Context: an optimization exercise on an open-source flow, tuned for small area, a short achievable clock period and few clock cycles per item. The choices shown serve that exercise and are no tape-out recipe.
Where RTL was checked, it was by simulation tests only, not by an equivalence proof against the original.
The RTL of runs 1, 5 and 6 was laid out without a check of its function.
Power is estimated from default activity; no workload was simulated.

==> design/flow/design.v <==
module qsearch_mb (
    input  wire        clk,
    input  wire        rst,         
    input  wire        in_valid,
    output wire        in_ready,
    input  wire [15:0] in_coef,     
    input  wire        in_mode,     
    output wire        out_valid,
    input  wire        out_ready,
    output wire [3:0]  out_qno,     
    output wire        out_fit,     
    output wire [11:0] out_cost,    
    output wire [11:0] out_cls      
);
    reg         rdy;               
    reg         v0;
    reg  [15:0] c0;
    reg         m0;
    assign in_ready = rdy;
    always @(posedge clk) begin
        v0 <= in_valid && rdy && !rst;
        c0 <= in_coef;
        m0 <= in_mode;
    end
    reg  [5:0]  cnt;               
    reg  [2:0]  blk;
    reg         bmode;
    reg         g11, g23, g35;     
    reg  [2:0]  ucat [0:12];       
    reg         dc1;               
    reg         f1;                
    reg         e1;                
    reg  [2:0]  blke;              
    reg         eob2;              
    localparam [16*13-1:0] ROWS = {
        16'h5544,    
        16'h5443,    
        16'h2111,    
        16'h1111,    
        16'h4433,    
        16'h4332,    
        16'h3322,    
        16'h3221,    
        16'h2211,    
        16'h2110,    
        16'h1100,    
        16'h1000,    
        16'h0000     
    };
    wire        neg  = c0[15];
    wire [15:0] y    = c0 ^ {16{neg}};
    wire        ac0  = v0 && (cnt != 6'd0);
    wire        md   = (cnt == 6'd0) ? m0 : bmode;
    wire [1:0]  zone = md ? cnt[1:0] : cnt[5:4];
    function ge(input [15:0] yy, input nn, input [15:0] t);
        ge = (yy >= t) || (nn && yy == t - 16'd1);
    endfunction
    function [2:0] cat_of(input [15:0] yy, input nn, input [2:0] s);
        begin
            if (ge(yy, nn, 16'd256 << s))     cat_of = 3'd5;
            else if (ge(yy, nn, 16'd4 << s)) cat_of = 3'd4;
            else if (ge(yy, nn, 16'd3 << s)) cat_of = 3'd3;
            else if (ge(yy, nn, 16'd2 << s)) cat_of = 3'd2;
            else if (ge(yy, nn, 16'd1 << s)) cat_of = 3'd1;
            else                             cat_of = 3'd0;
        end
    endfunction
    wire [2:0]  cat_s [0:5];
    genvar sg;
    generate
        for (sg = 0; sg < 6; sg = sg + 1) begin : shs
            assign cat_s[sg] = cat_of(y, neg, sg);
        end
    endgenerate
    integer k;
    always @(posedge clk) begin
        if (rst) begin
            cnt  <= 6'd0;
            blk  <= 3'd0;
            e1   <= 1'b0;
            eob2 <= 1'b0;
        end else begin
            if (v0) begin
                cnt <= cnt + 6'd1;
                if (cnt == 6'd63) blk <= (blk == 3'd5) ? 3'd0 : blk + 3'd1;
            end
            e1   <= v0 && (cnt == 6'd63);
            eob2 <= e1;
        end
        if (v0 && cnt == 6'd0) bmode <= m0;
        if (v0 && cnt == 6'd1) begin
            g11 <= ge(y, neg, 16'd12);
            g23 <= ge(y, neg, 16'd24);
            g35 <= ge(y, neg, 16'd36);
        end else if (ac0) begin
            g11 <= g11 | ge(y, neg, 16'd12);
            g23 <= g23 | ge(y, neg, 16'd24);
            g35 <= g35 | ge(y, neg, 16'd36);
        end
        if (v0 && cnt == 6'd63) blke <= blk;
        for (k = 0; k < 13; k = k + 1)
            ucat[k] <= ac0 ? cat_s[ROWS[16*k + 4*zone +: 3]] : 3'd7;
        dc1   <= v0 && (cnt == 6'd0);
        f1    <= v0 && (cnt == 6'd1);
    end
    wire [6:0]  u_acc [0:12];
    wire        u_ovf [0:12];
    genvar u;
    generate
        for (u = 0; u < 13; u = u + 1) begin : unit
            reg  [6:0] acc;
            reg  [1:0] run;        
            reg        ovf;        
            reg  [2:0] c;
            reg  [4:0] tok;
            reg  [1:0] run_n;
            reg        bad;
            wire [6:0] base = f1 ? 7'd31 : acc;
            wire       ovfb = !f1 && ovf;
            wire [7:0] sum;
            wire [7:0] cy;
            wire [6:0] tk = {2'd0, tok};
            assign cy[0] = 1'b0;
            genvar b;
            for (b = 0; b < 7; b = b + 1) begin : rc
                assign sum[b]  = base[b] ^ tk[b] ^ cy[b];
                assign cy[b+1] = (base[b] & tk[b]) | (cy[b] & (base[b] ^ tk[b]));
            end
            assign sum[7] = cy[7];
            always @(*) begin
                c     = ucat[u];
                tok   = 5'd0;
                run_n = 2'd0;
                bad   = 1'b0;
                case (c)
                    3'd0: run_n = (run == 2'd3) ? 2'd3 : run + 2'd1;
                    3'd1: case (run)
                              2'd0: tok = 5'd3;  2'd1: tok = 5'd5;
                              2'd2: tok = 5'd6;  default: tok = 5'd16;
                          endcase
                    3'd2: case (run)
                              2'd0: tok = 5'd4;  2'd1: tok = 5'd11;
                              default: tok = 5'd17;
                          endcase
                    3'd3: case (run)
                              2'd0: tok = 5'd5;  2'd1: tok = 5'd12;
                              default: tok = 5'd18;
                          endcase
                    3'd4: case (run)
                              2'd0: tok = 5'd16; 2'd1: tok = 5'd23;
                              default: tok = 5'd29;
                          endcase
                    3'd5: bad = 1'b1;
                    default: run_n = run;
                endcase
            end
            always @(posedge clk) begin
                acc <= sum[6:0];
                run <= dc1 ? 2'd0 : run_n;
                ovf <= ovfb | sum[7] | bad;
            end
            assign u_acc[u] = acc;
            assign u_ovf[u] = ovf;
        end
    endgenerate
    localparam [4*9-1:0] CQ = {4'd1, 4'd3, 4'd5, 4'd7, 4'd9, 4'd11, 4'd13, 4'd14, 4'd15};
    localparam [4*9-1:0] CN = {4'd8, 4'd7, 4'd6, 4'd5, 4'd4, 4'd3, 4'd2, 4'd1, 4'd0};
    localparam [4*9-1:0] CC = {4'd12, 4'd11, 4'd8, 4'd7, 4'd6, 4'd5, 4'd4, 4'd10, 4'd9};
    reg  [9:0]  tot [0:8];
    reg  [8:0]  fit;
    reg  [11:0] cls;
    reg         pend;              
    wire [1:0]  bcls   = g35 ? 2'd3 : g23 ? 2'd2 : g11 ? 2'd1 : 2'd0;
    wire        chroma = blke[2];
    reg         r1;                
    reg         ofree;             
    wire        cap    = pend && ofree;    
    wire        tinit  = cap || r1;        
    genvar n;
    generate
        for (n = 0; n < 9; n = n + 1) begin : cand
            wire [6:0] a  = g35 ? u_acc[CC[4*n +: 4]] : u_acc[CN[4*n +: 4]];
            wire       o  = g35 ? u_ovf[CC[4*n +: 4]] : u_ovf[CN[4*n +: 4]];
            wire       ok = !o && !(chroma && a[6] && a[5]);
            wire [9:0] tb = tot[n];
            wire [9:0] ta = {3'd0, a};
            wire [9:0] ts;
            wire [10:0] tc;
            assign tc[0] = 1'b0;
            genvar b;
            for (b = 0; b < 10; b = b + 1) begin : rc
                assign ts[b]   = tb[b] ^ ta[b] ^ tc[b];
                assign tc[b+1] = (tb[b] & ta[b]) | (tc[b] & (tb[b] ^ ta[b]));
            end
            always @(posedge clk) begin
                if (tinit) begin
                    tot[n] <= 10'd862;
                    fit[n] <= 1'b1;
                end else if (eob2) begin
                    tot[n] <= ts;
                    fit[n] <= fit[n] && ok;
                end
            end
        end
    endgenerate
    reg         ov;
    reg  [3:0]  r_qno;
    reg         r_fit;
    reg  [9:0]  r_cost;
    reg  [3:0]  s_qno;
    reg  [9:0]  s_cost;
    integer j;
    always @(*) begin
        s_qno  = 4'd0;
        s_cost = 10'd0;
        for (j = 8; j >= 0; j = j - 1)
            if (fit[j]) begin
                s_qno  = CQ[4*j +: 4];
                s_cost = tot[j];
            end
    end
    always @(posedge clk) begin
        if (eob2) cls[2*blke +: 2] <= bcls;
        r1 <= rst;
        if (cap) begin
            r_qno  <= s_qno;
            r_fit  <= |fit;
            r_cost <= s_cost;
        end
        if (rst) begin
            pend  <= 1'b0;
            ov    <= 1'b0;
            ofree <= 1'b1;
            rdy   <= 1'b1;
        end else begin
            if (eob2 && blke == 3'd5) pend <= 1'b1;
            else if (ofree)           pend <= 1'b0;
            ov    <= ov ? !out_ready : pend;
            ofree <= ofree ? !pend : out_ready;
            rdy   <= !((pend || !ofree) && (blk == 3'd0) && (cnt[5:2] == 4'b1111));
        end
    end
    assign out_valid = ov;
    assign out_qno   = r_qno;
    assign out_fit   = r_fit;
    assign out_cost  = {2'd0, r_cost};
    assign out_cls   = cls;
endmodule
==> design/flow/flow/run.sh <==
#!/bin/bash
# Standard layout, with the port buffers made of plain buffers
# (sky130_fd_sc_hd__buf_2) instead of the delay buffers buffer_ports picks.
set -euo pipefail
echo 'export BUFFER_PORTS_ARGS = -buffer_cell sky130_fd_sc_hd__buf_2' >> "$FLOW_CONFIG"
bash standard.sh > standard.log 2>&1
==> design/flow/standard.sh <==
#!/bin/bash
# synth_recipe.tcl (not shown) runs the flow's synth.tcl, then flattens the netlist and writes it again
# the make line also repeats each setting of config.mk as NAME=value (left out here)
make -C /OpenROAD-flow-scripts/flow DESIGN_CONFIG=/design/flow/config.mk WORK_HOME=/design/flow/orfs CLKGATE_MAP_FILE= SYNTH_SCRIPT=/design/flow/synth_recipe.tcl "${@:-finish}"
==> design/flow/config.mk <==
export PLATFORM = sky130hd
export DESIGN_NAME = qsearch_mb
export DESIGN_NICKNAME = qsearch_mb
export VERILOG_FILES = /design/flow/design.v
export SDC_FILE = /design/flow/constraint.sdc
export NUM_CORES = 4
export LEC_CHECK = 0
export CAP_MARGIN = 50
export CORE_MARGIN = 2
export CORE_UTILIZATION = 25
export SLEW_MARGIN = 70
export SYNTH_MEMORY_MAX_BITS = 8192
export BUFFER_PORTS_ARGS = -buffer_cell sky130_fd_sc_hd__buf_2
==> design/flow/constraint.sdc <==
create_clock -name core_clock -period 12.5 [get_ports {clk}]
set_input_delay 2.5000 -clock core_clock [delete_from_list [all_inputs] [get_ports {clk}]]
set_output_delay 2.5000 -clock core_clock [all_outputs]
set_load 0.01 [all_outputs]
==> run notes, run 1 <==
* Number of DRC violations after detailed routing at 0
* Setup TNS at 0 ns
* GRT overflow at 0
* Distinct cells, synth at slightly above 70
* Synth Register Bits at 338
* Combinational family with the most area after synthesis: adder cells
* Final HPWL DP at around 34,000 um
* Gate Count Post-Synth at between 2,000 and 2,500
* Clock H-tree levels at 2
* Number of synthesized flops with an enable pin at 34
* Type of destination of the critical path: flop
* Count of endpoints failing setup in the final report at 0
* Post-synth top cells: 304 x sky130_fd_sc_hd__dfxtp_1, 222 x sky130_fd_sc_hd__nand2_1, 212 x sky130_fd_sc_hd__nor2_1, 165 x sky130_fd_sc_hd__ha_1, 113 x sky130_fd_sc_hd__clkbuf_1
* Inserted Diodes at 0
* TritonCTS clock tree: yes
* Length of the first detailed-routing pass in iterations at 5
* Fraction of final layout cells sized beyond drive strength 1 at 0.156
* Clock insertion delay at the later pin of the skew report at roughly 0.57 ns
* Top-area cell type share of the netlist area at 0.301
* Global routing usage summed across all routing layers at 0.113
* Startpoint Class: flop
* Max rail drop VDD at about 0.000095 V
* Cell type with the highest aggregate area in the netlist: sky130_fd_sc_hd__dfxtp_1
* Antenna Nets Post-Route at 0
* Die X-Extent at around 290 um
* Parity-gate share of the synthesized area counting xor and xnor cells at 0.00347
* Worst Hold Margin at between 0.4 and 0.5 ns
* Worst clock skew at 0.0288 ns
* Class of the most critical setup path: flop to flop
* Number of nets at the end of the flow at ~2,400
* Number of placement rows at around 100
* Standby leakage power at approximately 9 nW
* Sequential standard cell area at about 7000 um^2
* Cells resized by post-CTS repair at 0
* Required time at the endpoint of the critical path at about 13 ns
* Detail-routed via count per cell at ~4.6
* Clock tree sinks at 338
* Detailed-route wire length per cell at 14.5 um
* Worst Setup SP: g35$_DFFE_PP_
* Number of buffers inserted for hold repair after clock tree synthesis at 0
* Sequential cell area fraction in the yosys report at 0.352
* Number of warning messages in the yosys log at 3
* Input/output buffers at 49
* Setup bufs post-CTS at 0
* Final slew viol count at 0
* Initial core utilization at 0.252
* Worst path arrival time at about 5.1 ns
* Number of buffers on the longest clock path at 3
* Power per unit of standard cell area at 127 nW/um^2
* Initial antenna violation count at 0
* Die height at around 290 um
* IO Count at between 50 and 60
* CTS Buf Count at between 40 and 50
* Clock-pin slew reported for the worst setup and hold paths after clock tree synthesis at 0.06 ns
* Summed instance area of the synthesized netlist at approximately 20,000 um^2
* GPL Wtd Cong at 0.799
* Via count of the first global-routing pass at around 14,000
* Final critical delay including setup and external delays at around 4.6 ns
* Simple-gate portion of the synthesized area at 0.173
* Launch instance of the worst register-to-register path: g35$_DFFE_PP_
* Routed Wire Length at around 47,000 um
* Worst min-delay path category: flop to flop
* Per-instance average area after synthesis at 9.32 um^2
* Synth async-reset ratio at 0
* Result of the run: no timing/DRC/antenna violations
* Area added between synthesis and finish at 15.1%
* Top post-synthesis cells by area: sky130_fd_sc_hd__dfxtp_1 30%, sky130_fd_sc_hd__fa_1 11%, sky130_fd_sc_hd__ha_1 10%
* 1st-iter DRT viols at roughly 800
* Highest achievable clock rate at 217 MHz
* Leading cell type by number of instances after synthesis: sky130_fd_sc_hd__dfxtp_1
* Hold_sp: e1$_SDFF_PP0_
* Primary flip-flop cell chosen by synthesis mapping: sky130_fd_sc_hd__dfxtp_1
* Clock Root Buffer: sky130_fd_sc_hd__clkbuf_16
* Final hold violation count at 0
* Total area of multi-input combinational cells at between 10,000 and 15,000 um^2
* Fin crit share at 0.368
* Total Die Area at 83,100 um^2
* Synthesized-area fraction occupied by adder cells at 0.207
* Compound-Gate Fraction of Synth Area at 0.127
* Number of inserted filler cells in the final layout at around 8,400
* Mux cell area share after synthesis at 0.0939
* Wire length of the first global-routing pass at roughly 76,000 um
* DR vias at roughly 15,000
* Largest fanout of any net on the critical path at 40
* Core Footprint at between 80,000 and 90,000 um^2
* Post-Route Utilization at 0.289
* RSZ-0062 raised after global routing: false
* Pin count of the biggest net entering global routing at 69
* Number of max-cap violations at 0
[through the flow]
stage          area (um^2)  setup slack [ns]  cells  power, mW
2_1_floorplan        20200              7.86   2168       1.59
3_3_place_gp         21300              7.78   3154       1.71
3_5_place_dp         21700              7.96   3166       1.72
4_1_cts              23100              7.97   3243       2.99
5_1_grt              23200              7.70   3246       3.11
6_report             23200              7.90   3246       2.95
[area by class of cell]
type	count	area share
clock buffers	53	0.0505
clock inverters	24	0.0116
inverters	96	0.0155
multi-input cells	1604	0.533
flip-flops and latches	338	0.308
well taps	1060	0.0571
repair buffers	71	0.0238
[placed cells by master (no fill, tap or decap), drive strengths merged, types with 34 or more instances in the layout]
| cell type | count |
|---|---|
| fa | 106 |
| buf | 70 |
| or2 | 54 |
| nor2 | 212 |
| nand2 | 222 |
| nand3 | 53 |
| clkbuf | 53 |
| a21oi | 110 |
| dfxtp | 304 |
| ha | 165 |
| mux2i | 105 |
| mux2 | 74 |
| nor2b | 70 |
| edfxtp | 34 |
| inv | 99 |
| o21ai | 111 |
[report_power, final]
group | switching (mW) | internal [mW]
clock | 0.496 | 0.755
sequential | 0.0954 | 1.20
combinational | 0.214 | 0.196
total | 0.806 | 2.15
[layer usage]
layer / up-vias / track usage / wire, um
met2: 291 / 0.173 / 20700
met1: 7054 / 0.165 / 23500
met5: - / 0 / 0
met3: 65 / 0.0153 / 1830
met4: 0 / 0.0289 / 975
li1: 7493 / - / -
[cell families after synthesis]
group / after synthesis
AOI/OAI and AO/OA: 406
xor gates and xnor gates: 8
adders and majority gates: 271
buffers and inverters: 226
DFF: 338
muxes: 179
other: 1
and+or+nand+nor: 738
[final timing paths]
| check | slack (ns) | cells past startpoint | end |
|---|---|---|---|
| worst min register to register | 0.44 | 1 | eob2$_SDFF_PP0_ |
| worst min-delay path | 0.44 | 1 | eob2$_SDFF_PP0_ |
| worst max-delay path | 7.90 | 14 | tot[5][8]$_SDFFE_PP1P_ |
| worst max register to register | 7.90 | 14 | tot[5][8]$_SDFFE_PP1P_ |
[flip-flops by register name (all words and copies together) (netlist names), 3 cells and up]
register / count
r_cost: 10
c0: 16
blk: 3
cls: 12
r_qno: 4
unit.run: 26
ucat: 39
fit: 9
unit.acc: 91
unit.ovf: 13
cnt: 6
blke: 3
tot: 90
[worst max-delay path, cell delays in order, from the launching register on]
cell and delay, ns:
sky130_fd_sc_hd__edfxtp_1 0.38, sky130_fd_sc_hd__buf_8 0.21, sky130_fd_sc_hd__buf_12 0.26, sky130_fd_sc_hd__mux2_2 0.36
sky130_fd_sc_hd__ha_1 0.20, sky130_fd_sc_hd__fa_1 0.38, sky130_fd_sc_hd__fa_1 0.43, sky130_fd_sc_hd__fa_1 0.41
sky130_fd_sc_hd__fa_1 0.42, sky130_fd_sc_hd__fa_1 0.40, sky130_fd_sc_hd__fa_1 0.40, sky130_fd_sc_hd__ha_1 0.19
sky130_fd_sc_hd__ha_1 0.27, sky130_fd_sc_hd__mux2i_1 0.13, sky130_fd_sc_hd__nand2_1 0.06
==> run 2: changes to the inputs <==
--- a/design/flow/design.v
+++ b/design/flow/design.v
@@ -118,15 +118,15 @@
             wire [6:0] base = f1 ? 7'd31 : acc;
             wire       ovfb = !f1 && ovf;
             wire [7:0] sum;
-            wire [7:0] cy;
-            wire [6:0] tk = {2'd0, tok};
+            wire [5:0] cy;
             assign cy[0] = 1'b0;
             genvar b;
-            for (b = 0; b < 7; b = b + 1) begin : rc
-                assign sum[b]  = base[b] ^ tk[b] ^ cy[b];
-                assign cy[b+1] = (base[b] & tk[b]) | (cy[b] & (base[b] ^ tk[b]));
-            end
-            assign sum[7] = cy[7];
+            for (b = 0; b < 5; b = b + 1) begin : rc
+                assign sum[b]  = base[b] ^ tok[b] ^ cy[b];
+                assign cy[b+1] = (base[b] & tok[b]) | (cy[b] & (base[b] ^ tok[b]));
+            end
+            wire [2:0] hi1 = {1'b0, base[6:5]} + 3'd1;
+            assign sum[7:5] = cy[5] ? hi1 : {1'b0, base[6:5]};
             always @(*) begin
                 c     = ucat[u];
                 tok   = 5'd0;
@@ -170,6 +170,8 @@
     reg  [8:0]  fit;
     reg  [11:0] cls;
     reg         pend;              
+    reg         eob3;              
+    reg         sel35;             
     wire [1:0]  bcls   = g35 ? 2'd3 : g23 ? 2'd2 : g11 ? 2'd1 : 2'd0;
     wire        chroma = blke[2];
     reg         r1;                
@@ -179,26 +181,36 @@
     genvar n;
     generate
         for (n = 0; n < 9; n = n + 1) begin : cand
-            wire [6:0] a  = g35 ? u_acc[CC[4*n +: 4]] : u_acc[CN[4*n +: 4]];
-            wire       o  = g35 ? u_ovf[CC[4*n +: 4]] : u_ovf[CN[4*n +: 4]];
-            wire       ok = !o && !(chroma && a[6] && a[5]);
-            wire [9:0] tb = tot[n];
-            wire [9:0] ta = {3'd0, a};
-            wire [9:0] ts;
-            wire [10:0] tc;
-            assign tc[0] = 1'b0;
+            wire [4:0] alo = g35 ? u_acc[CC[4*n +: 4]][4:0] : u_acc[CN[4*n +: 4]][4:0];
+            wire [1:0] ahi = sel35 ? u_acc[CC[4*n +: 4]][6:5] : u_acc[CN[4*n +: 4]][6:5];
+            wire       o   = sel35 ? u_ovf[CC[4*n +: 4]] : u_ovf[CN[4*n +: 4]];
+            wire       ok  = !o && !(chroma && ahi[1] && ahi[0]);
+            reg        cs;
+            wire [4:0] slo, shi;
+            wire [5:0] cl, ch;
+            wire [4:0] bhi = {3'd0, ahi};
+            assign cl[0] = 1'b0;
+            assign ch[0] = cs;
             genvar b;
-            for (b = 0; b < 10; b = b + 1) begin : rc
-                assign ts[b]   = tb[b] ^ ta[b] ^ tc[b];
-                assign tc[b+1] = (tb[b] & ta[b]) | (tc[b] & (tb[b] ^ ta[b]));
+            for (b = 0; b < 5; b = b + 1) begin : rc
+                assign slo[b]   = tot[n][b] ^ alo[b] ^ cl[b];
+                assign cl[b+1]  = (tot[n][b] & alo[b]) | (cl[b] & (tot[n][b] ^ alo[b]));
+                assign shi[b]   = tot[n][5+b] ^ bhi[b] ^ ch[b];
+                assign ch[b+1]  = (tot[n][5+b] & bhi[b]) | (ch[b] & (tot[n][5+b] ^ bhi[b]));
             end
             always @(posedge clk) begin
                 if (tinit) begin
                     tot[n] <= 10'd862;
                     fit[n] <= 1'b1;
-                end else if (eob2) begin
-                    tot[n] <= ts;
-                    fit[n] <= fit[n] && ok;
+                end else begin
+                    if (eob2) begin
+                        tot[n][4:0] <= slo;
+                        cs          <= cl[5];
+                    end
+                    if (eob3) begin
+                        tot[n][9:5] <= shi;
+                        fit[n]      <= fit[n] && ok;
+                    end
                 end
             end
         end
@@ -222,6 +234,8 @@
     always @(posedge clk) begin
         if (eob2) cls[2*blke +: 2] <= bcls;
         r1 <= rst;
+        eob3 <= eob2 && !rst;
+        if (eob2) sel35 <= g35;
         if (cap) begin
             r_qno  <= s_qno;
             r_fit  <= |fit;
@@ -233,7 +247,7 @@
             ofree <= 1'b1;
             rdy   <= 1'b1;
         end else begin
-            if (eob2 && blke == 3'd5) pend <= 1'b1;
+            if (eob3 && blke == 3'd5) pend <= 1'b1;
             else if (ofree)           pend <= 1'b0;
             ov    <= ov ? !out_ready : pend;
             ofree <= ofree ? !pend : out_ready;
==> run 2 against run 1 <==
Net effect:
- fmax up 25%
- sequential power up 5%
- wire length up 4.3%
- die area up 3.4%
- largest power group unchanged
- core utilization down 0.22 points
- via count up 3.4%
- synthesized area up 3.5%
==> run notes, run 2 <==
* Clock tree sinks at about 350
* Max stage delay on crit path at roughly 0.43 ns
* Post-route insts no fill at 3,398
* Number of placement rows at around 110
* Number of logic stages on the critical path including buffering at 1
* Wire length of the first global-routing pass at 79,600 um
* Parity-gate share of the synthesized area counting xor and xnor cells at 0.0113
* Clock H-tree levels at 2
* Synth Register Bits at between 300 and 400
* Clock-pin slew reported for the worst setup and hold paths after clock tree synthesis at 0.06 ns
* Sequential cell area fraction in the yosys report at 0.355
* Number of flip-flops under the largest register name at between 90 and 100
* Number of max-cap violations at 0
* 1st-iter DRT viols at just over 900
* Summed instance area of the synthesized netlist at 20,900 um^2
* Power per unit of standard cell area at 128 nW/um^2
* Length of the first detailed-routing pass in iterations at 6
* GRT overflow at 0
* DR vias at approximately 15,000
* Net Switching at 0.877 mW
* Input/output buffers at 49
* Leading cell type by number of instances after synthesis: sky130_fd_sc_hd__dfxtp_1
* Die height at roughly 290 um
* Number of nets at the end of the flow at roughly 2,600
* Initial core utilization at 0.251
* Final slew viol count at 0
* Total area of multi-input combinational cells at 12,200 um^2
* Worst clock skew at roughly 0.036 ns
* Final hold violation count at 0
* Fraction of final layout cells sized beyond drive strength 1 at 0.133
* Initial antenna violation count at 0
* Max rail drop VDD at approximately 0.000097 V
* Detailed-route wire length per cell at between 10 and 15 um
* Detail-routed via count per cell at approximately 4.5
* Number of inserted filler cells in the final layout at between 8,000 and 9,000
* Worst min-delay path category: flop to flop
* Top post-synthesis cells by area: sky130_fd_sc_hd__dfxtp_1 29%, sky130_fd_sc_hd__fa_1 10%, sky130_fd_sc_hd__ha_1 9.1%
* Clock Root Buffer: sky130_fd_sc_hd__clkbuf_16
* Worst Path Buf+Inv at 1
* Number of buffers inserted for hold repair after clock tree synthesis at 0
* Sequential standard cell area at around 7500 um^2
* IO Count at between 50 and 60
* Standby leakage power at roughly 9.6 nW
* Class of the most critical setup path: flop to primary output
* Depth of the worst hold-timing path at 1
* Result of the run: no timing/DRC/antenna violations
* Top-area cell type share of the netlist area at 0.292
* CTS Buf Count at 42
* Simple-gate portion of the synthesized area at 0.153
* Core Footprint at between 80,000 and 90,000 um^2
* Type of destination of the critical path: primary output
* Cells resized by post-CTS repair at 0
* Synth async-reset ratio at 0
* Post-synth top cells: 305 x sky130_fd_sc_hd__dfxtp_1, 229 x sky130_fd_sc_hd__inv_1, 225 x sky130_fd_sc_hd__nor2_1, 205 x sky130_fd_sc_hd__nand2_1, 152 x sky130_fd_sc_hd__ha_1
* Primary flip-flop cell chosen by synthesis mapping: sky130_fd_sc_hd__dfxtp_1
* Critical-path cell list: buf_2
* Required time at the endpoint of the critical path at 10.00 ns
* Via count of the first global-routing pass at between 10,000 and 15,000
* Combinational family with the most area after synthesis: adder cells
* Count of endpoints failing setup in the final report at 0
* Final HPWL DP at around 36,000 um
* Depth of the worst register-to-register path at 13
* Register name with the most flops: unit.acc
* Per-instance average area after synthesis at roughly 9 um^2
* Synthesized-area fraction occupied by adder cells at 0.192
* Die X-Extent at slightly below 300 um
* Post-Route Utilization at 0.287
* Cell internal pwr at between 2 and 2.5 mW
* Number of synthesized flops with an enable pin at 44
* Mux cell area share after synthesis at 0.0728
* Area added between synthesis and finish at 14.3%
* Startpoint Class: flop
* Routed Wire Length at between 40,000 and 50,000 um
* Setup TNS at 0 ns
* GPL Wtd Cong at between 0.8 and 0.9
* Registers with the highest flip-flop counts: unit.acc: 91 flops, tot: 90 flops, ucat: 39 flops
* Setup bufs post-CTS at 0
* Global routing usage summed across all routing layers at 0.114
* Switching share of power at 0.287
* Total design power at 3.06 mW
* TritonCTS clock tree: yes
* Pin count of the biggest net entering global routing at 65
* Slowest cell on the critical path: sky130_fd_sc_hd__dfxtp_1
* Compound-Gate Fraction of Synth Area at 0.149
* Antenna Nets Post-Route at 0
* Number of warning messages in the yosys log at 3
* Largest fanout of any net on the critical path at 2
* Number of DRC violations after detailed routing at 0
* Share of power burned in combinational logic at 0.158
* Gate Count Post-Synth at 2,301
* RSZ-0062 raised after global routing: false
* Portion of total power attributed to sequential cells at 0.441
* Highest achievable clock rate at 273 MHz
* Number of buffers on the longest clock path at 3
* Share of total power in the clock network at 0.401
* Top library cells by usage in the layout, fill and taps aside: 275 x sky130_fd_sc_hd__dfxtp_1, 229 x sky130_fd_sc_hd__inv_1, 222 x sky130_fd_sc_hd__nor2_1
* Clock insertion delay at the later pin of the skew report at slightly below 0.6 ns
* Cell type with the highest aggregate area in the netlist: sky130_fd_sc_hd__dfxtp_1
* Inserted Diodes at 0
* Final critical delay including setup and external delays at 3.67 ns
* Critical path's top delay family: flip-flops
* Post-Place Cells at about 3,300
* Distinct cells, synth at 72
* Total Die Area at 85,900 um^2
* Fin crit share at 0.294
* Worst path arrival time at 1.17 ns
* Most common cell after layout, fill and taps aside: sky130_fd_sc_hd__dfxtp_1
run 2: per-stage QoR:
step | hold WS, ns | setup slack, ns | area (um^2)
2_1_floorplan | 0.408 | 9.24 | 20900
3_3_place_gp | 0.423 | 8.99 | 22100
3_5_place_dp | 0.428 | 9.12 | 22400
4_1_cts | 0.442 | 8.79 | 23800
5_1_grt | 0.467 | 8.77 | 23900
6_report | 0.440 | 8.83 | 23900
run 2: worst paths after layout:
kind	startpoint	endpoint	slack, ns
worst min-delay path	e1$_SDFF_PP0_	eob2$_SDFF_PP0_	0.44
worst max register to register	unit[8].run[1]$_SDFFE_PP0P_	unit[8].acc[6]$_DFF_P_	9.23
worst min register to register	e1$_SDFF_PP0_	eob2$_SDFF_PP0_	0.44
worst max-delay path	rdy$_SDFF_PP1_	in_ready	8.83
run 2: final cells by class:
type / instances / share of cell area
Clock buffer: 57 / 0.0494
Multi-Input combinational cell: 1591 / 0.512
Clock inverter: 18 / 0.00906
Inverter: 230 / 0.0361
Sequential cell: 349 / 0.313
Tap cell: 1080 / 0.0566
Timing Repair Buffer: 73 / 0.0235
run 2: logic make-up after synthesis:
| logic type | after synthesis |
|---|---|
| AO/OA/AOI/OAI | 479 |
| buffers and inverters | 362 |
| XOR/XNOR | 27 |
| multiplexers | 145 |
| AND/OR/NAND/NOR | 680 |
| flip-flops | 349 |
| other | 1 |
| adder cells (fa/ha/maj) | 258 |
run 2: power by group through the flow:
stage          sequential, mW  clock [mW]  combinational [mW]
2_1_floorplan            1.32           0               0.392
3_3_place_gp             1.37           0               0.470
3_5_place_dp             1.37           0               0.483
4_1_cts                  1.35        1.26               0.486
5_1_grt                  1.36        1.31               0.568
6_report                 1.35        1.22               0.484
run 2: per-layer routing:
| metal | share of wire | GRT usage | wire length (um) | vias up |
|---|---|---|---|---|
| li1 | - | - | - | 7841 |
| met1 | 0.50 | 0.165 | 24600 | 7225 |
| met2 | 0.44 | 0.174 | 21400 | 278 |
| met3 | 0.041 | 0.0182 | 2030 | 60 |
| met4 | 0.020 | 0.0289 | 1000 | 0 |
| met5 | 0 | 0 | 0 | - |
Testbench counts of run 2, summed over its fixed seeds: cycles 49,200, mbs 128.
==> run 3: changes to the inputs <==
--- a/design/flow/config.mk
+++ b/design/flow/config.mk
@@ -7,7 +7,7 @@
 export LEC_CHECK = 0
 export CAP_MARGIN = 50
 export CORE_MARGIN = 2
-export CORE_UTILIZATION = 25
+export CORE_UTILIZATION = 40
 export SLEW_MARGIN = 70
 export SYNTH_MEMORY_MAX_BITS = 8192
 export BUFFER_PORTS_ARGS = -buffer_cell sky130_fd_sc_hd__buf_2
==> run 3 against run 2 <==
Net effect:
- register-to-register slack barely moved
- design area fell by 2.0%
- count of clock-buffer cells in the layout fell by 3
- synthesized area did not move
- largest power group unchanged
- largest cell class unchanged
- clock skew fell by 0.014 ns
==> run notes, run 3 <==
* Pin count of the biggest net entering global routing at 57
* Standby leakage power at between 9 and 10 nW
* Critical path's top delay family: flip-flops
* Gate Count Post-Synth at 2,301
* Number of synthesized flops with an enable pin at 44
* TritonCTS clock tree: yes
* 1st-iter DRT viols at between 900 and 1,000
* Post-Route Utilization at 0.455
* Largest fanout of any net on the critical path at 2
* Number of max-cap violations at 0
* Max rail drop VDD at between 0.00009 and 0.0001 V
* Worst path arrival time at 1.14 ns
* Wire length of the first global-routing pass at slightly above 80,000 um
* Setup TNS at 0 ns
* Clock H-tree levels at 2
* Top-area cell type share of the netlist area at 0.292
* Routed Wire Length at 49,500 um
* Number of nets at the end of the flow at around 2,600
* Global routing usage summed across all routing layers at 0.186
* Area added between synthesis and finish at 12.1%
* Critical-path cell list: buf_2
* Antenna Nets Post-Route at 0
* Slowest cell on the critical path: sky130_fd_sc_hd__edfxtp_1
* Clock Root Buffer: sky130_fd_sc_hd__clkbuf_16
* Detail-routed via count per cell at 5.22
* Switching share of power at 0.281
* Detailed-route wire length per cell at 16.5 um
* Number of DRC violations after detailed routing at 0
* Highest achievable clock rate at 275 MHz
* Clock tree sinks at roughly 350
* Number of flip-flops under the largest register name at 91
* Length of the first detailed-routing pass in iterations at 5
* Number of placement rows at between 80 and 90
* CTS Buf Count at 40
* Number of buffers on the longest clock path at 3
* Max stage delay on crit path at approximately 0.42 ns
* Die X-Extent at between 200 and 250 um
* GPL Wtd Cong at 0.832
* DR vias at between 15,000 and 20,000
* Top library cells by usage in the layout, fill and taps aside: 275 x sky130_fd_sc_hd__dfxtp_1, 229 x sky130_fd_sc_hd__inv_1, 222 x sky130_fd_sc_hd__nor2_1
* Cell internal pwr at ~2.2 mW
* Clock-pin slew reported for the worst setup and hold paths after clock tree synthesis at 0.06 ns
* Power per unit of standard cell area at 131 nW/um^2
* Leading cell type by number of instances after synthesis: sky130_fd_sc_hd__dfxtp_1
* Die height at ~230 um
* Via count of the first global-routing pass at between 15,000 and 20,000
* Post-route insts no fill at about 3,000
* Post-Place Cells at between 2,000 and 3,000
* Worst clock skew at approximately 0.022 ns
* Startpoint Class: flop
* Final hold violation count at 0
* Number of buffers inserted for hold repair after clock tree synthesis at 0
* Number of warning messages in the yosys log at 3
* Sequential cell area fraction in the yosys report at 0.355
* Worst Path Buf+Inv at 1
* Count of endpoints failing setup in the final report at 0
* Setup bufs post-CTS at 0
* Cells resized by post-CTS repair at 0
* Registers with the highest flip-flop counts: unit.acc: 91 flops, tot: 90 flops, ucat: 39 flops
* Top post-synthesis cells by area: sky130_fd_sc_hd__dfxtp_1 29%, sky130_fd_sc_hd__fa_1 10%, sky130_fd_sc_hd__ha_1 9.1%
* Primary flip-flop cell chosen by synthesis mapping: sky130_fd_sc_hd__dfxtp_1
* Final HPWL DP at between 30,000 and 40,000 um
* RSZ-0062 raised after global routing: false
* IO Count at between 50 and 60
* Portion of total power attributed to sequential cells at 0.438
* Share of total power in the clock network at 0.402
* Synth async-reset ratio at 0
* Total design power at slightly above 3 mW
* Class of the most critical setup path: flop to primary output
* Net Switching at a little under 0.9 mW
* Required time at the endpoint of the critical path at roughly 10 ns
* Fin crit share at 0.291
* Result of the run: no timing/DRC/antenna violations
* GRT overflow at 0
* Fraction of final layout cells sized beyond drive strength 1 at 0.133
* Most common cell after layout, fill and taps aside: sky130_fd_sc_hd__dfxtp_1
* Distinct cells, synth at slightly above 70
* Final slew viol count at 0
* Total Die Area at roughly 54,000 um^2
* Inserted Diodes at 0
* Per-instance average area after synthesis at around 9.1 um^2
* Type of destination of the critical path: primary output
* Summed instance area of the synthesized netlist at roughly 21,000 um^2
* Worst min-delay path category: flop to flop
* Final critical delay including setup and external delays at ~3.6 ns
* Initial core utilization at 0.406
* Input/output buffers at between 40 and 50
* Post-synth top cells: 305 x sky130_fd_sc_hd__dfxtp_1, 229 x sky130_fd_sc_hd__inv_1, 225 x sky130_fd_sc_hd__nor2_1, 205 x sky130_fd_sc_hd__nand2_1, 152 x sky130_fd_sc_hd__ha_1
* Core Footprint at approximately 52,000 um^2
* Synth Register Bits at between 300 and 400
* Clock insertion delay at the later pin of the skew report at between 0.5 and 0.6 ns
* Cell type with the highest aggregate area in the netlist: sky130_fd_sc_hd__dfxtp_1
* Register name with the most flops: unit.acc
* Initial antenna violation count at 0
* Share of power burned in combinational logic at 0.160
run 3: cell counts after synthesis:
No cell type changed its count.
run 3: worst reg2reg max path, stage by stage, from the launching register on:
cell	delay (ns)
sky130_fd_sc_hd__edfxtp_1	0.43
sky130_fd_sc_hd__buf_8	0.20
sky130_fd_sc_hd__buf_12	0.26
sky130_fd_sc_hd__mux2_2	0.40
sky130_fd_sc_hd__ha_1	0.18
sky130_fd_sc_hd__inv_1	0.07
sky130_fd_sc_hd__fa_1	0.16
sky130_fd_sc_hd__inv_1	0.06
sky130_fd_sc_hd__fa_1	0.38
sky130_fd_sc_hd__fa_1	0.37
sky130_fd_sc_hd__inv_1	0.09
sky130_fd_sc_hd__fa_1	0.41
sky130_fd_sc_hd__nand2_1	0.07
sky130_fd_sc_hd__o21ai_0	0.08
sky130_fd_sc_hd__nand2_1	0.07
run 3: path summary, 6_finish.rpt:
check                                         endpoint  cells after the start             start  slack [ns]
worst min-delay path                        v0$_DFF_P_                      2    rdy$_SDFF_PP1_        0.44
worst max-delay path                        out_cls[4]                      1  cls[4]$_DFFE_PP_        8.86
worst max register to register  tot[4][4]$_SDFFE_PP1P_                     14     g35$_DFFE_PP_        9.22
worst min register to register              v0$_DFF_P_                      2    rdy$_SDFF_PP1_        0.44
run 3: final cells by class:
cell class,count,area (um^2)
well taps,680,851
repair buffers,75,586
multi-input cells,1591,12200
clock buffers,54,1210
clock inverters,20,201
inverters,230,863
fillers,4924,28100
flip-flops and latches,349,7480
run 3: cells by family (layout without fill, tap and decap cells):
family	after synthesis	after routing	synth area share
AND/OR/NAND/NOR	680	680	0.153
multiplexers	145	145	0.0728
buffers and inverters	362	379	0.0660
adder cells (fa/ha/maj)	258	258	0.192
XOR/XNOR	27	27	0.0113
other	1	2	0.000179
AO/OA/AOI/OAI	479	479	0.149
flip-flops	349	349	0.355
run 3: layer usage:
layer / track usage / up-vias / part of all wire
li1: - / 7831 / -
met2: 0.298 / 288 / 0.46
met1: 0.261 / 7479 / 0.49
met3: 0.0282 / 59 / 0.038
met4: 0.0474 / 0 / 0.019
met5: 0 / - / 0
run 3: through the flow:
step / instance area (um^2) / hold WS (ns) / worst slack (ns)
4_1_cts: 23300 / 0.446 / 8.82
2_1_floorplan: 20900 / 0.408 / 9.24
3_3_place_gp: 21600 / 0.422 / 9.09
3_5_place_dp: 21900 / 0.435 / 9.15
6_report: 23400 / 0.439 / 8.86
5_1_grt: 23400 / 0.452 / 8.79
run 3: power groups by stage:
stage	Combinational, mW	Sequential, mW	Clock (mW)
after CTS	0.492	1.35	1.27
after global routing	0.571	1.36	1.31
after floorplan	0.392	1.32	0
final	0.493	1.35	1.24
after detailed placement	0.490	1.37	0
after global placement	0.463	1.37	0
==> run 4: changes to the inputs <==
--- a/design/flow/config.mk
+++ b/design/flow/config.mk
@@ -8,6 +8,8 @@
 export CAP_MARGIN = 50
 export CORE_MARGIN = 2
 export CORE_UTILIZATION = 40
+export CTS_CLUSTER_DIAMETER = 120
+export CTS_CLUSTER_SIZE = 24
 export SLEW_MARGIN = 70
 export SYNTH_MEMORY_MAX_BITS = 8192
 export BUFFER_PORTS_ARGS = -buffer_cell sky130_fd_sc_hd__buf_2
==> run 4 against run 3 <==
Net effect:
- first-iteration DRC count down 1.1%
- combinational power about the same
- via count down 0.90%
- sequential power about the same
- design area down 3.8%
- synthesized cell count unchanged
- global-route usage down 0.43 points
- sequential cell count unchanged
- final cell count down 1.5%
- total power down 19%
- wire length down 1.4%
- largest cell class unchanged
==> run notes, run 4 <==
* Final slew viol count at 0
* Clock Root Buffer: sky130_fd_sc_hd__clkbuf_16
* Synth async-reset ratio at 0
* Top library cells by usage in the layout, fill and taps aside: 275 x sky130_fd_sc_hd__dfxtp_1, 229 x sky130_fd_sc_hd__inv_1, 222 x sky130_fd_sc_hd__nor2_1
* Number of flip-flops under the largest register name at 91
* Number of placement rows at 83
* Post-synth top cells: 305 x sky130_fd_sc_hd__dfxtp_1, 229 x sky130_fd_sc_hd__inv_1, 225 x sky130_fd_sc_hd__nor2_1, 205 x sky130_fd_sc_hd__nand2_1, 152 x sky130_fd_sc_hd__ha_1
* Antenna Nets Post-Route at 0
* Setup bufs post-CTS at 0
* GPL Wtd Cong at 0.832
* Gate Count Post-Synth at 2,301
* Clock H-tree levels at 1
* Number of max-cap violations at 0
* Pin count of the biggest net entering global routing at 57
* GRT overflow at 0
* Total Die Area at roughly 54,000 um^2
* Routed Wire Length at around 49,000 um
* Critical path's top delay family: flip-flops
* Top-area cell type share of the netlist area at 0.292
* Final HPWL DP at roughly 37,000 um
* Area added between synthesis and finish at 7.83%
* IO Count at 52
* Detailed-route wire length per cell at about 17 um
* CTS Buf Count at 18
* DR vias at 15,516
* 1st-iter DRT viols at between 900 and 1,000
* Fin crit share at 0.289
* Length of the first detailed-routing pass in iterations at 5
* Final critical delay including setup and external delays at 3.61 ns
* Power per unit of standard cell area at about 110 nW/um^2
* Top post-synthesis cells by area: sky130_fd_sc_hd__dfxtp_1 29%, sky130_fd_sc_hd__fa_1 10%, sky130_fd_sc_hd__ha_1 9.1%
* Worst Path Buf+Inv at 1
* RSZ-0062 raised after global routing: false
* Final hold violation count at 0
* Number of nets at the end of the flow at ~2,500
* Fraction of final layout cells sized beyond drive strength 1 at 0.115
* Number of synthesized flops with an enable pin at 44
* Startpoint Class: flop
* Total design power at approximately 2.5 mW
* Highest achievable clock rate at roughly 280 MHz
* Critical-path cell list: buf_2
* Die X-Extent at 233 um
* Per-instance average area after synthesis at slightly above 9 um^2
* Worst path arrival time at 1.11 ns
* Clock tree sinks at between 300 and 400
* Initial antenna violation count at 0
* Number of inserted filler cells in the final layout at ~5,000
* Die height at roughly 230 um
* Number of buffers inserted for hold repair after clock tree synthesis at 0
* Max rail drop VDD at about 0.000083 V
* Setup TNS at 0 ns
* Cell type with the highest aggregate area in the netlist: sky130_fd_sc_hd__dfxtp_1
* TritonCTS clock tree: yes
* Result of the run: no timing/DRC/antenna violations
* Clock-pin slew reported for the worst setup and hold paths after clock tree synthesis at ~0.090 ns
* Required time at the endpoint of the critical path at about 10 ns
* Via count of the first global-routing pass at 14,964
* Synth Register Bits at between 300 and 400
* Registers with the highest flip-flop counts: unit.acc: 91 flops, tot: 90 flops, ucat: 39 flops
* Inserted Diodes at 0
* Type of destination of the critical path: primary output
* Register name with the most flops: unit.acc
* Core Footprint at roughly 50,000 um^2
* Sequential cell area fraction in the yosys report at 0.355
* Number of DRC violations after detailed routing at 0
* Cells resized by post-CTS repair at 0
* Wire length of the first global-routing pass at between 70,000 and 80,000 um
* Worst clock skew at about 0.024 ns
* Worst R2R Setup Slack at between 9 and 10 ns
* Number of warning messages in the yosys log at 3
* Max stage delay on crit path at ~0.43 ns
* Initial core utilization at 0.406
* Global routing usage summed across all routing layers at 0.182
* Primary flip-flop cell chosen by synthesis mapping: sky130_fd_sc_hd__dfxtp_1
* Slowest cell on the critical path: sky130_fd_sc_hd__edfxtp_1
* Count of endpoints failing setup in the final report at 0
* Standby leakage power at 9.20 nW
* Clock insertion delay at the later pin of the skew report at around 0.54 ns
* Distinct cells, synth at 72
* Summed instance area of the synthesized netlist at 20,900 um^2
* Largest fanout of any net on the critical path at 2
* Most common cell after layout, fill and taps aside: sky130_fd_sc_hd__dfxtp_1
* Number of buffers on the longest clock path at 3
* Detail-routed via count per cell at 5.25
* Leading cell type by number of instances after synthesis: sky130_fd_sc_hd__dfxtp_1
* Class of the most critical setup path: flop to primary output
* Input/output buffers at a little under 50
* Worst min-delay path category: flop to flop
-- run 4: cell families (layout without fill, tap and decap cells) --
group	after synthesis	in the layout	synth area share
other cells	1	2	0.000179
compound gates	479	479	0.149
xor+xnor	27	27	0.0113
mux	145	145	0.0728
simple gates	680	680	0.153
flops	349	349	0.355
buf+inv	362	335	0.0660
fa+ha+maj	258	258	0.192
-- run 4: final cells by class --
class	count	area (um^2)	area share
Clock buffer	29	513	0.0228
Clock inverter	1	11.3	0.000500
Inverter	230	863	0.0383
Multi-Input combinational cell	1591	12200	0.543
Sequential cell	349	7480	0.332
Tap cell	680	851	0.0377
Timing Repair Buffer	75	586	0.0260
-- run 4: worst paths after layout --
check / cells past startpoint / start / end
max: 1 / cls[4]$_DFFE_PP_ / out_cls[4]
min reg2reg: 2 / rdy$_SDFF_PP1_ / v0$_DFF_P_
max reg2reg: 14 / g35$_DFFE_PP_ / tot[4][4]$_SDFFE_PP1P_
min: 2 / rdy$_SDFF_PP1_ / v0$_DFF_P_
-- run 4: tightest hold or removal path: cells and delay by family (launching register included) --
family	cells	cell delay (ns)
and+or+nand+nor	2	0.09
DFF	1	0.32
-- run 4: where the power goes --
part	leakage (nW)	switching [mW]	total, mW	internal (mW)
registers	2.86	0.103	1.35	1.24
clock network	0.252	0.379	0.667	0.288
logic	6.08	0.269	0.491	0.223
total	9.20	0.751	2.50	1.75
-- run 4: metrics by stage --
step | area [um^2] | cells | worst slack (ns) | hold slack (ns) | util
final | 22500 | 2955 | 8.89 | 0.433 | 0.438
after global routing | 22500 | 2955 | 8.80 | 0.464 | 0.438
after CTS | 22400 | 2952 | 8.84 | 0.436 | 0.435
after detailed placement | 21900 | 2922 | 9.15 | 0.435 | 0.424
after global placement | 21600 | 2911 | 9.09 | 0.422 | 0.419
after floorplan | 20900 | 2302 | 9.24 | 0.408 | -
-- run 4: routing by layer --
| layer | track usage | vias up | share of wire |
|---|---|---|---|
| met5 | 0 | - | 0 |
| met4 | 0.0384 | 0 | 0.016 |
| met3 | 0.0172 | 46 | 0.035 |
| met2 | 0.296 | 250 | 0.46 |
| met1 | 0.261 | 7446 | 0.49 |
| li1 | - | 7774 | - |
==> run 5: changes to the inputs <==
--- a/design/flow/design.v
+++ b/design/flow/design.v
@@ -55,14 +55,16 @@
     function ge(input [15:0] yy, input nn, input [15:0] t);
         ge = (yy >= t) || (nn && yy == t - 16'd1);
     endfunction
+    localparam [2:0] C_Z = 3'd0, C_A1 = 3'd1, C_A2 = 3'd3, C_A3 = 3'd2,
+                     C_A4 = 3'd6, C_BAD = 3'd7, C_NOP = 3'd4;
     function [2:0] cat_of(input [15:0] yy, input nn, input [2:0] s);
         begin
-            if (ge(yy, nn, 16'd256 << s))     cat_of = 3'd5;
-            else if (ge(yy, nn, 16'd4 << s)) cat_of = 3'd4;
-            else if (ge(yy, nn, 16'd3 << s)) cat_of = 3'd3;
-            else if (ge(yy, nn, 16'd2 << s)) cat_of = 3'd2;
-            else if (ge(yy, nn, 16'd1 << s)) cat_of = 3'd1;
-            else                             cat_of = 3'd0;
+            if (ge(yy, nn, 16'd256 << s))     cat_of = C_BAD;
+            else if (ge(yy, nn, 16'd4 << s)) cat_of = C_A4;
+            else if (ge(yy, nn, 16'd3 << s)) cat_of = C_A3;
+            else if (ge(yy, nn, 16'd2 << s)) cat_of = C_A2;
+            else if (ge(yy, nn, 16'd1 << s)) cat_of = C_A1;
+            else                             cat_of = C_Z;
         end
     endfunction
     wire [2:0]  cat_s [0:5];
@@ -99,7 +101,7 @@
         end
         if (v0 && cnt == 6'd63) blke <= blk;
         for (k = 0; k < 13; k = k + 1)
-            ucat[k] <= ac0 ? cat_s[ROWS[16*k + 4*zone +: 3]] : 3'd7;
+            ucat[k] <= ac0 ? cat_s[ROWS[16*k + 4*zone +: 3]] : C_NOP;
         dc1   <= v0 && (cnt == 6'd0);
         f1    <= v0 && (cnt == 6'd1);
     end
@@ -133,24 +135,24 @@
                 run_n = 2'd0;
                 bad   = 1'b0;
                 case (c)
-                    3'd0: run_n = (run == 2'd3) ? 2'd3 : run + 2'd1;
-                    3'd1: case (run)
+                    C_Z: run_n = (run == 2'd3) ? 2'd3 : run + 2'd1;
+                    C_A1: case (run)
                               2'd0: tok = 5'd3;  2'd1: tok = 5'd5;
                               2'd2: tok = 5'd6;  default: tok = 5'd16;
                           endcase
-                    3'd2: case (run)
+                    C_A2: case (run)
                               2'd0: tok = 5'd4;  2'd1: tok = 5'd11;
                               default: tok = 5'd17;
                           endcase
-                    3'd3: case (run)
+                    C_A3: case (run)
                               2'd0: tok = 5'd5;  2'd1: tok = 5'd12;
                               default: tok = 5'd18;
                           endcase
-                    3'd4: case (run)
+                    C_A4: case (run)
                               2'd0: tok = 5'd16; 2'd1: tok = 5'd23;
                               default: tok = 5'd29;
                           endcase
-                    3'd5: bad = 1'b1;
+                    C_BAD: bad = 1'b1;
                     default: run_n = run;
                 endcase
             end
==> run 5 against run 4 <==
Net effect:
- via count is 2.4% lower
- total power is 2.2% higher
- critical path type unchanged
- wire length is 3.9% lower
- highest routed layer unchanged
- die area is 0.55% lower
==> run notes, run 5 <==
* Fin crit share at 0.291
* Number of synthesized flops with an enable pin at between 40 and 50
* Top-area cell type share of the netlist area at 0.294
* TritonCTS clock tree: yes
* Total Die Area at 53,800 um^2
* Synth Register Bits at 349
* Registers with the highest flip-flop counts: unit.acc: 91 flops, tot: 90 flops, ucat: 39 flops
* Detail-routed via count per cell at ~5.2
* Worst path arrival time at between 1 and 1.5 ns
* Largest fanout of any net on the critical path at 2
* GRT overflow at 0
* Primary flip-flop cell chosen by synthesis mapping: sky130_fd_sc_hd__dfxtp_1
* Global routing usage summed across all routing layers at 0.175
* Setup TNS at 0 ns
* RSZ-0062 raised after global routing: false
* Distinct cells, synth at a little under 90
* Highest achievable clock rate at ~280 MHz
* Setup bufs post-CTS at 0
* Initial antenna violation count at 0
* Result of the run: no timing/DRC/antenna violations
* Clock tree sinks at around 350
* IO Count at 52
* Clock insertion delay at the later pin of the skew report at 0.55 ns
* Detailed-route wire length per cell at about 16 um
* Per-instance average area after synthesis at approximately 9.3 um^2
* Count of endpoints failing setup in the final report at 0
* Power per unit of standard cell area at between 100 and 150 nW/um^2
* Number of buffers inserted for hold repair after clock tree synthesis at 0
* Depth of the worst hold-timing path at 0
* Final HPWL DP at ~35,000 um
* Number of max-cap violations at 0
* Max rail drop VDD at ~0.00011 V
* Fraction of final layout cells sized beyond drive strength 1 at 0.126
* Top library cells by usage in the layout, fill and taps aside: 275 x sky130_fd_sc_hd__dfxtp_1, 223 x sky130_fd_sc_hd__nand2_1, 208 x sky130_fd_sc_hd__inv_1
* Die height at 232 um
* Leading cell type by number of instances after synthesis: sky130_fd_sc_hd__dfxtp_1
* Final slew viol count at 0
* CTS Buf Count at 18
* Critical path's top delay family: flip-flops
* Max stage delay on crit path at around 0.42 ns
* Number of inserted filler cells in the final layout at around 5,000
* Length of the first detailed-routing pass in iterations at 5
* Final hold violation count at 0
* Standby leakage power at about 8.9 nW
* Clock Root Buffer: sky130_fd_sc_hd__clkbuf_16
* Number of DRC violations after detailed routing at 0
* Summed instance area of the synthesized netlist at 20,800 um^2
* Slowest cell on the critical path: sky130_fd_sc_hd__edfxtp_1
* Post-Route Utilization at 0.436
* Pin count of the biggest net entering global routing at 76
* Worst Path Buf+Inv at 1
* Sequential standard cell area at between 7000 and 8000 um^2
* Worst min-delay path category: flop to flop
* Class of the most critical setup path: flop to primary output
* Worst clock skew at around 0.040 ns
* Required time at the endpoint of the critical path at roughly 10 ns
* Cell type with the highest aggregate area in the netlist: sky130_fd_sc_hd__dfxtp_1
* Number of nets at the end of the flow at about 2,500
* Number of flip-flops under the largest register name at between 90 and 100
* Number of logic stages on the critical path including buffering at 1
* Sequential cell area fraction in the yosys report at 0.357
* Type of destination of the critical path: primary output
* Top post-synthesis cells by area: sky130_fd_sc_hd__dfxtp_1 29%, sky130_fd_sc_hd__fa_1 10%, sky130_fd_sc_hd__ha_1 8.4%
* 1st-iter DRT viols at about 900
* Gate Count Post-Synth at between 2,000 and 2,500
* Die X-Extent at 232 um
* Initial core utilization at 0.405
* Total area of multi-input combinational cells at around 12,000 um^2
* Core Footprint at just over 50,000 um^2
* DR vias at between 15,000 and 20,000
* Area added between synthesis and finish at 7.59%
* Critical-path cell list: buf_2
* Clock-pin slew reported for the worst setup and hold paths after clock tree synthesis at 0.10 ns
* Number of placement rows at 83
* Input/output buffers at 49
* Synth async-reset ratio at 0
* Register name with the most flops: unit.acc
* Routed Wire Length at approximately 47,000 um
* GPL Wtd Cong at approximately 0.85
* Antenna Nets Post-Route at 0
* Clock H-tree levels at 1
* Number of warning messages in the yosys log at 3
* Via count of the first global-routing pass at 14,546
* Most common cell after layout, fill and taps aside: sky130_fd_sc_hd__dfxtp_1
* Post-synth top cells: 305 x sky130_fd_sc_hd__dfxtp_1, 224 x sky130_fd_sc_hd__nand2_1, 209 x sky130_fd_sc_hd__inv_1, 174 x sky130_fd_sc_hd__nor2_1, 139 x sky130_fd_sc_hd__ha_1
* Cells resized by post-CTS repair at 0
* Number of buffers on the longest clock path at 3
* Wire length of the first global-routing pass at 76,900 um
* Startpoint Class: flop
* Depth of the worst register-to-register path at 12
* Inserted Diodes at 0
* Final critical delay including setup and external delays at about 3.6 ns
-- run 5: cell types whose count changed in the layout (fill, tap and decap cells not counted), sizes merged, moves of 10 or more --
cell	before	now
a21oi	133	106
o211ai	24	12
nor4	21	10
a211oi	16	26
o21ai	120	107
inv	231	210
nor2	225	175
nor3	21	84
o22ai	25	11
mux2i	89	117
nand2	205	225
ha	152	139
-- run 5: area by class of cell --
| type | count | share of cell area |
|---|---|---|
| Clock buffer | 28 | 0.0218 |
| Tap cell | 680 | 0.0380 |
| Multi-Input combinational cell | 1552 | 0.544 |
| Inverter | 212 | 0.0356 |
| Sequential cell | 349 | 0.334 |
| Timing Repair Buffer | 73 | 0.0237 |
| Clock inverter | 3 | 0.00246 |
-- run 5: path summary, 6_finish.rpt --
| kind | slack [ns] | start | end |
|---|---|---|---|
| setup / recovery | 8.87 | cls[6]$_DFFE_PP_ | out_cls[6] |
| hold / removal | 0.43 | m0$_DFF_P_ | bmode$_DFFE_PP_ |
| setup reg to reg | 9.11 | unit[2].run[0]$_SDFFE_PP0P_ | unit[2].acc[6]$_DFF_P_ |
| hold reg to reg | 0.43 | m0$_DFF_P_ | bmode$_DFFE_PP_ |
-- run 5: cells by family (layout without fill, tap and decap cells) --
kind of cell | after synthesis | in the layout | synth area share
fa+ha+maj | 245 | 245 | 0.186
buf+inv | 344 | 316 | 0.0645
xor+xnor | 31 | 31 | 0.0131
compound gates | 398 | 398 | 0.126
flops | 349 | 349 | 0.357
other cells | 1 | 2 | 0.000180
simple gates | 702 | 702 | 0.165
mux | 174 | 174 | 0.0878
-- run 5: stage by stage --
stage	hold slack, ns	setup slack (ns)	power (mW)	instance area, um^2	instances
floorplan	0.408	9.24	1.75	20800	2245
global placement	0.426	9.18	1.89	21400	2851
detailed placement	0.429	9.13	1.92	21700	2862
CTS	0.450	8.84	2.59	22200	2893
global route	0.460	8.82	2.73	22400	2897
finish	0.433	8.87	2.56	22400	2897
-- run 5: routing by layer --
metal / routed length [um] / GRT usage
met5: 0 / 0
met2: 21200 / 0.283
met1: 23200 / 0.250
met3: 1590 / 0.0193
met4: 945 / 0.0371
-- run 5: report_power, final --
part	total, mW	internal [mW]	leakage [nW]	switching, mW
Clock	0.669	0.297	0.259	0.372
Sequential	1.38	1.26	2.88	0.114
Combinational	0.514	0.241	5.77	0.273
==> run 6: changes to the inputs <==
--- a/design/flow/config.mk
+++ b/design/flow/config.mk
@@ -7,7 +7,7 @@
 export LEC_CHECK = 0
 export CAP_MARGIN = 50
 export CORE_MARGIN = 2
-export CORE_UTILIZATION = 40
+export CORE_UTILIZATION = 60
 export CTS_CLUSTER_DIAMETER = 120
 export CTS_CLUSTER_SIZE = 24
 export SLEW_MARGIN = 70
==> run 6 against run 5 <==
Net effect:
- non-clock buffer count down 6
- synthesized cell count did not move
- critical path type unchanged
- largest cell class unchanged
- clock power fell by 3%
- first-iteration DRC count fell by 7.1%
- register-to-register slack improved by 0.07 ns
- total power fell by 0.60%
- synthesized area did not move
- worst setup slack improved by 0.0097 ns
- still clean on timing, DRC and antenna
==> run notes, run 6 <==
* Setup TNS at 0 ns
* Register name with the most flops: unit.acc
* Global routing usage summed across all routing layers at 0.258
* Leading cell type by number of instances after synthesis: sky130_fd_sc_hd__dfxtp_1
* TritonCTS clock tree: yes
* Worst flop-to-flop path endpoint: unit[9].acc[6]$_DFF_P_
* Max rail drop VDD at approximately 0.00013 V
* Slowest cell on the critical path: sky130_fd_sc_hd__edfxtp_1
* Power per unit of standard cell area at approximately 120 nW/um^2
* Post-Place Cells at around 2,600
* Standby leakage power at ~8.8 nW
* Inserted Diodes at 0
* Fin crit share at 0.290
* Critical-path cell list: buf_2
* Antenna Nets Post-Route at 0
* Registers with the highest flip-flop counts: unit.acc: 91 flops, tot: 90 flops, ucat: 39 flops
* Class of the most critical setup path: flop to primary output
* Input/output buffers at just under 50
* Total area of multi-input combinational cells at approximately 12,000 um^2
* Result of the run: no timing/DRC/antenna violations
* Required time at the endpoint of the critical path at 10.00 ns
* Number of DRC violations after detailed routing at 0
* DR vias at roughly 15,000
* Top library cells by usage in the layout, fill and taps aside: 273 x sky130_fd_sc_hd__dfxtp_1, 223 x sky130_fd_sc_hd__nand2_1, 207 x sky130_fd_sc_hd__inv_1
* Number of flip-flops under the largest register name at around 90
* Post-synth top cells: 305 x sky130_fd_sc_hd__dfxtp_1, 224 x sky130_fd_sc_hd__nand2_1, 209 x sky130_fd_sc_hd__inv_1, 174 x sky130_fd_sc_hd__nor2_1, 139 x sky130_fd_sc_hd__ha_1
* Post-Route Utilization at 0.641
* Synth async-reset ratio at 0
* GRT overflow at 0
* Fraction of final layout cells sized beyond drive strength 1 at 0.126
* Number of warning messages in the yosys log at 3
* Most common cell after layout, fill and taps aside: sky130_fd_sc_hd__dfxtp_1
* Routed Wire Length at between 40,000 and 50,000 um
* Synth Register Bits at approximately 350
* Type of destination of the critical path: primary output
* Depth of the worst hold-timing path at 1
* Initial antenna violation count at 1
* Clock H-tree levels at 1
* Largest fanout of any net on the critical path at 2
* Launch instance of the worst register-to-register path: unit[9].run[0]$_SDFFE_PP0P_
* Count of endpoints failing setup in the final report at 0
* Total design power at 2.54 mW
* Final slew viol count at 0
* Clock-pin slew reported for the worst setup and hold paths after clock tree synthesis at approximately 0.10 ns
* Die height at between 150 and 200 um
* IO Count at 52
* Final HPWL DP at roughly 34,000 um
* Wire length of the first global-routing pass at around 75,000 um
* Hold_sp: e1$_SDFF_PP0_
* Worst clock skew at 0.0429 ns
* Setup bufs post-CTS at 0
* RSZ-0062 raised after global routing: false
* Max stage delay on crit path at between 0.4 and 0.5 ns
* Via count of the first global-routing pass at between 10,000 and 15,000
* Cell type with the highest aggregate area in the netlist: sky130_fd_sc_hd__dfxtp_1
* Top-area cell type share of the netlist area at 0.294
* Clock insertion delay at the later pin of the skew report at 0.55 ns
* Number of inserted filler cells in the final layout at a little under 3,000
* Area added between synthesis and finish at 5.69%
* Critical path's top delay family: flip-flops
* Sequential cell area fraction in the yosys report at 0.357
* Final hold violation count at 0
* Pin count of the biggest net entering global routing at between 70 and 80
* Clock Root Buffer: sky130_fd_sc_hd__clkbuf_16
* Clock tree sinks at between 300 and 400
* Gate Count Post-Synth at approximately 2,200
* Core Footprint at approximately 34,000 um^2
* GPL Wtd Cong at 0.845
* Hold Path Sink: eob2$_SDFF_PP0_
* Startpoint Class: flop
* Sequential standard cell area at roughly 7500 um^2
* Number of buffers on the longest clock path at 3
* Number of nets at the end of the flow at ~2,500
* Primary flip-flop cell chosen by synthesis mapping: sky130_fd_sc_hd__dfxtp_1
* Detailed-route wire length per cell at between 15 and 20 um
* Die X-Extent at between 150 and 200 um
* Detail-routed via count per cell at between 5 and 6
* Worst Path Buf+Inv at 1
* Final critical delay including setup and external delays at 3.62 ns
* Worst path arrival time at approximately 1.1 ns
* CTS Buf Count at 18
* Summed instance area of the synthesized netlist at 20,800 um^2
* Number of placement rows at 68
* Top post-synthesis cells by area: sky130_fd_sc_hd__dfxtp_1 29%, sky130_fd_sc_hd__fa_1 10%, sky130_fd_sc_hd__ha_1 8.4%
* 1st-iter DRT viols at roughly 860
* Worst R2R Setup Slack at slightly above 9 ns
* Per-instance average area after synthesis at around 9.3 um^2
* Number of buffers inserted for hold repair after clock tree synthesis at 0
* Post-route insts no fill at around 2,700
* Length of the first detailed-routing pass in iterations at 5
* Depth of the worst register-to-register path at 12
* Cells resized by post-CTS repair at 0
* Number of synthesized flops with an enable pin at 44
* Highest achievable clock rate at about 280 MHz
* Worst Hold Margin at just over 0.4 ns
* Total Die Area at roughly 36,000 um^2
* Worst min-delay path category: flop to flop
* Initial core utilization at 0.606
* Number of max-cap violations at 0
* Distinct cells, synth at 89
-- run 6: cell counts after synthesis --
Identical to the previous run, type by type.
-- run 6: cell families after synthesis --
logic type,synth area share
DFF,0.357
other,0.000180
xor gates and xnor gates,0.0131
adders and majority gates,0.186
buffers and inverters,0.0645
and+or+nand+nor,0.165
AOI/OAI and AO/OA,0.126
muxes,0.0878
-- run 6: area by class of cell --
class | instances | area share
multi-input combinational | 1552 | 0.554
sequential | 349 | 0.340
inverter | 212 | 0.0362
tap | 455 | 0.0259
clock buffer | 27 | 0.0220
timing repair buffer | 67 | 0.0199
clock inverter | 2 | 0.00148
-- run 6: routing by layer --
layer | track usage | up-vias | share of wire
met3 | 0.0258 | 65 | 0.041
met5 | 0 | - | 0
met4 | 0.0719 | 0 | 0.028
met1 | 0.376 | 7156 | 0.49
met2 | 0.410 | 298 | 0.45
li1 | - | 7546 | -
-- run 6: worst max path at each step --
stage,startpoint,to,slack [ns],cells past startpoint
after floorplan,g35$_DFFE_PP_,tot[2][4]$_SDFFE_PP1P_,9.24,14
after global placement,cnt[5]$_SDFFE_PP0P_,ucat[7][2]$_SDFF_PN1_,9.12,11
after detailed placement,unit[4].run[1]$_SDFFE_PP0P_,unit[4].acc[6]$_DFF_P_,9.16,12
after CTS,cls[0]$_DFFE_PP_,out_cls[0],8.86,1
after global routing,cls[0]$_DFFE_PP_,out_cls[0],8.84,1
final,cls[0]$_DFFE_PP_,out_cls[0],8.88,1
-- run 6: power by group --
group	internal, mW	switching (mW)
Clock	0.276	0.375
Combinational	0.238	0.275
Sequential	1.26	0.118
Total	1.78	0.768
-- run 6: through the flow --
stage | setup WS (ns) | cell area [um^2]
after floorplan | 9.24 | 20800
after global placement | 9.12 | 21100
after detailed placement | 9.16 | 21400
after CTS | 8.86 | 21900
after global routing | 8.84 | 22000
final | 8.88 | 22000

==> what the ideal ports hide <==
No port has a modelled driver above. Below, the same layouts with a new extraction and two added sets of constraints.
Step 1: set_driving_cell puts a clkbuf_16 on clk and a buf_2 on each other input, an assumption about the parent block.
Step 2 moves the port delays by t, midway between the first and last clock arrival at a register: inputs arrive t later, outputs are due t later. That takes back most of the time a late clock gives input paths.
a / b / c = ideal ports / drivers / drivers and shift; a / b = the first two.
run	t (ns)	slack for setup (ns)	worst setup path at the end
run 1	0.611	7.897 / 7.897 / 7.897	register to register
run 2	0.627	8.831 / 8.777 / 9.196	input to register
run 3	0.613	8.860 / 8.803 / 9.221	register to register
run 4	0.586	8.891 / 8.832 / 9.202	register to register
run 5	0.592	8.868 / 8.811 / 9.112	register to register
run 6	0.582	8.878 / 8.824 / 9.184	register to register
After both steps every run listed still meets setup and hold.
